Context: an optimization exercise on an open-source flow, tuned for small area, a short achievable clock period and few clock cycles. The choices shown serve that exercise and are no tape-out recipe. In this exercise RTL edits were held to simulation tests only and were not proved equivalent to the original. The clock port is modelled as an ideal driver, which makes a skipped or thinned clock tree look cheaper than it is; a real chip needs a root buffer or a tree.

// rle_export
module rle_export (
    input  wire        clk,
    input  wire        rst,         
    input  wire        start,
    input  wire [15:0] cfg_w,
    input  wire [15:0] cfg_h,
    input  wire [15:0] cfg_tilew,
    input  wire [4:0]  cfg_levels,
    input  wire        cfg_invert,
    output wire        busy,
    output wire        done,
    output reg  [7:0]  errcode,
    input  wire        pix_valid,
    output wire        pix_ready,
    input  wire [23:0] pix_rgb,
    output reg         out_valid,
    input  wire        out_ready,
    output reg  [7:0]  out_byte,
    output reg         out_last
);
Size: ~1100 cells after synthesis, about 160 flip-flops, roughly 0.0095 sq mm of cells after synthesis.
clock: 23.0 ns
lec_check: 0
abc_area: 1
cap_margin: 20
core_margin: 2
core_utilization: 40
cts_buf_list: sky130_fd_sc_hd__clkbuf_8
place_density: 0.6
slew_margin: 20
standard.sh (not shown) runs the stock make flow with config.mk's settings and CLKGATE_MAP_FILE= SYNTH_SCRIPT=/design/flow/synth_recipe.tcl, a recipe that flattens the netlist after the stock synthesis.
==> flow/flow/run.sh <==
#!/bin/bash
# The standard layout with three changes in how it is made:
#  - the port buffers are buf_1 cells (repair upsizes the ones on critical
#    paths) instead of the slow default buffer that buffer_ports picks;
#  - timing repair aims for more setup slack than the clock period needs;
#  - the clock tree is a balanced two-level tree built by flow/cts_manual.tcl
#    in place of TritonCTS (the clock port drives 4 buffers).
set -euo pipefail
export BUFFER_PORTS_ARGS="-buffer_cell sky130_fd_sc_hd__buf_1"
export SETUP_SLACK_MARGIN=17.7
export PRE_CTS_TCL="$PWD/flow/cts_manual.tcl"
bash standard.sh > standard.log 2>&1
==> flow/flow/cts_manual.tcl <==
# Sourced by ORFS's cts.tcl before its clock_tree_synthesis call (PRE_CTS_TCL).
# Replaces TritonCTS with a shallow, balanced two-level tree: the clock port
# drives NR root buffers, each root drives a contiguous group of the NB leaf
# buffers, and each leaf buffer drives one cluster of flip-flops, the
# clusters found by capacitated k-means on the flip-flops' positions.
# All registers see the same number of buffers between the port and their
# clock pin.

set ::cts_nb 8
set ::cts_nr 4
set ::cts_leaf sky130_fd_sc_hd__clkbuf_16
set ::cts_root sky130_fd_sc_hd__clkbuf_16

proc manual_leaves {nb master_name} {
  set db [ord::get_db]
  set block [ord::get_db_block]
  set clk [$block findNet clk]
  set master [$db findMaster $master_name]
  set sinks {}
  foreach it [$clk getITerms] {
    if {[[$it getMTerm] getName] eq "CLK"} { lappend sinks $it }
  }
  set pts {}
  foreach it $sinks {
    set bb [[$it getInst] getBBox]
    lappend pts [list [expr {([$bb xMin]+[$bb xMax])/2}] [expr {([$bb yMin]+[$bb yMax])/2}]]
  }
  set n [llength $pts]
  set die [$block getDieArea]
  set W [$die dx]; set H [$die dy]
  set g [expr {int(ceil(sqrt($nb)))}]
  set rows [expr {($nb + $g - 1) / $g}]
  set cents {}
  for {set k 0} {$k < $nb} {incr k} {
    lappend cents [list [expr {($k % $g + 0.5) * $W / $g}] [expr {(int($k / $g) + 0.5) * $H / $rows}]]
  }
  set cap [expr {int(ceil(double($n) / $nb)) + 2}]
  for {set iter 0} {$iter < 30} {incr iter} {
    set pairs {}
    for {set i 0} {$i < $n} {incr i} {
      lassign [lindex $pts $i] x y
      for {set k 0} {$k < $nb} {incr k} {
        lassign [lindex $cents $k] cx cy
        lappend pairs [list [expr {abs($x-$cx)+abs($y-$cy)}] $i $k]
      }
    }
    set pairs [lsort -real -index 0 $pairs]
    set assign [lrepeat $n -1]
    set cnt [lrepeat $nb 0]
    foreach p $pairs {
      lassign $p d i k
      if {[lindex $assign $i] >= 0} continue
      if {[lindex $cnt $k] >= $cap} continue
      lset assign $i $k
      lset cnt $k [expr {[lindex $cnt $k] + 1}]
    }
    set sx [lrepeat $nb 0.0]; set sy [lrepeat $nb 0.0]
    for {set i 0} {$i < $n} {incr i} {
      set k [lindex $assign $i]
      lassign [lindex $pts $i] x y
      lset sx $k [expr {[lindex $sx $k] + $x}]
      lset sy $k [expr {[lindex $sy $k] + $y}]
    }
    for {set k 0} {$k < $nb} {incr k} {
      set c [lindex $cnt $k]
      if {$c > 0} { lset cents $k [list [expr {[lindex $sx $k]/$c}] [expr {[lindex $sy $k]/$c}]] }
    }
  }
  for {set k 0} {$k < $nb} {incr k} {
    set net [odb::dbNet_create $block "clknet_leaf_$k"]
    $net setSigType CLOCK
    set inst [odb::dbInst_create $block $master "clkbuf_leaf_$k"]
    lassign [lindex $cents $k] cx cy
    $inst setLocation [expr {int($cx)}] [expr {int($cy)}]
    $inst setPlacementStatus PLACED
    $inst setSourceType TIMING
    [$inst findITerm A] connect $clk
    [$inst findITerm X] connect $net
    set nets($k) $net
  }
  for {set i 0} {$i < $n} {incr i} {
    set it [lindex $sinks $i]
    $it disconnect
    $it connect $nets([lindex $assign $i])
  }
  puts "manual clock tree: $n sinks in $nb clusters of $cnt"
}

proc manual_roots {nr master_name} {
  set db [ord::get_db]
  set block [ord::get_db_block]
  set clk [$block findNet clk]
  set master [$db findMaster $master_name]
  set lx {}
  foreach it [$clk getITerms] {
    set bb [[$it getInst] getBBox]
    lappend lx [list [$bb xMin] [$bb yMin] $it]
  }
  set lx [lsort -integer -index 0 $lx]
  set nl [llength $lx]
  set per [expr {int(ceil(double($nl) / $nr))}]
  for {set r 0} {$r < $nr} {incr r} {
    set grp [lrange $lx [expr {$r * $per}] [expr {($r + 1) * $per - 1}]]
    if {[llength $grp] == 0} continue
    set sx 0; set sy 0
    foreach e $grp { set sx [expr {$sx + [lindex $e 0]}]; set sy [expr {$sy + [lindex $e 1]}] }
    set net [odb::dbNet_create $block "clknet_root_$r"]
    $net setSigType CLOCK
    set inst [odb::dbInst_create $block $master "clkbuf_root_$r"]
    $inst setLocation [expr {$sx / [llength $grp]}] [expr {$sy / [llength $grp]}]
    $inst setPlacementStatus PLACED
    $inst setSourceType TIMING
    [$inst findITerm A] connect $clk
    [$inst findITerm X] connect $net
    foreach e $grp { set it [lindex $e 2]; $it disconnect; $it connect $net }
  }
  puts "manual clock tree: $nl leaf buffers under $nr root buffers"
}

rename clock_tree_synthesis orfs_clock_tree_synthesis
proc clock_tree_synthesis {args} {
  global cts_nb cts_nr cts_leaf cts_root
  manual_leaves $cts_nb $cts_leaf
  manual_roots $cts_nr $cts_root
  set_propagated_clock [all_clocks]
}
Testbench counts at the start, summed over its fixed seeds: cycles 64,768.
Rerun with:
--- a/flow/flow/run.sh
+++ b/flow/flow/run.sh
@@ -10 +10 @@
-export SETUP_SLACK_MARGIN=17.7
+export SETUP_SLACK_MARGIN=17.6
--- a/flow/flow/cts_manual.tcl
+++ b/flow/flow/cts_manual.tcl
@@ -12 +12 @@
-set ::cts_root sky130_fd_sc_hd__clkbuf_16
+set ::cts_root sky130_fd_sc_hd__clkbuf_8
Result: The new run ran to the end with no violations; routed wire length hardly moves; fmax stays flat; final cell count hardly moves.
In every run of this note, the design's own scripts or RTL, not TritonCTS, make the clock network.

-- afterwards: timing with drivers on the ports --
The results above use ideal ports. As a check the final layouts listed here were re-extracted and re-timed, cells and wires unchanged.
Step 1: set_driving_cell puts a clkbuf_16 on clk and a buf_2 on each other input, an assumption about the parent block.
Step 2 moves the port delays by t, midway between the first and last clock arrival at a register: inputs arrive t later, outputs are due t later. That takes back most of the time a late clock gives input paths.
a / b / c = ideal ports / drivers / drivers and shift; a / b = the first two.
run	t (ns)	setup WS [ns]	worst setup path at the end	latest minus earliest clock arrival (ns)
the first run	0.365	17.587 / 17.499 / 17.525	input to register	0.031 / 0.032
the second run	0.366	17.581 / 17.508 / 17.425	input to register	0.029 / 0.028
After both steps setup and hold are still met in every run listed. For the second run, which loses most, drivers alone change the setup slack by -0.073 ns; drivers and shift together by -0.156 ns.
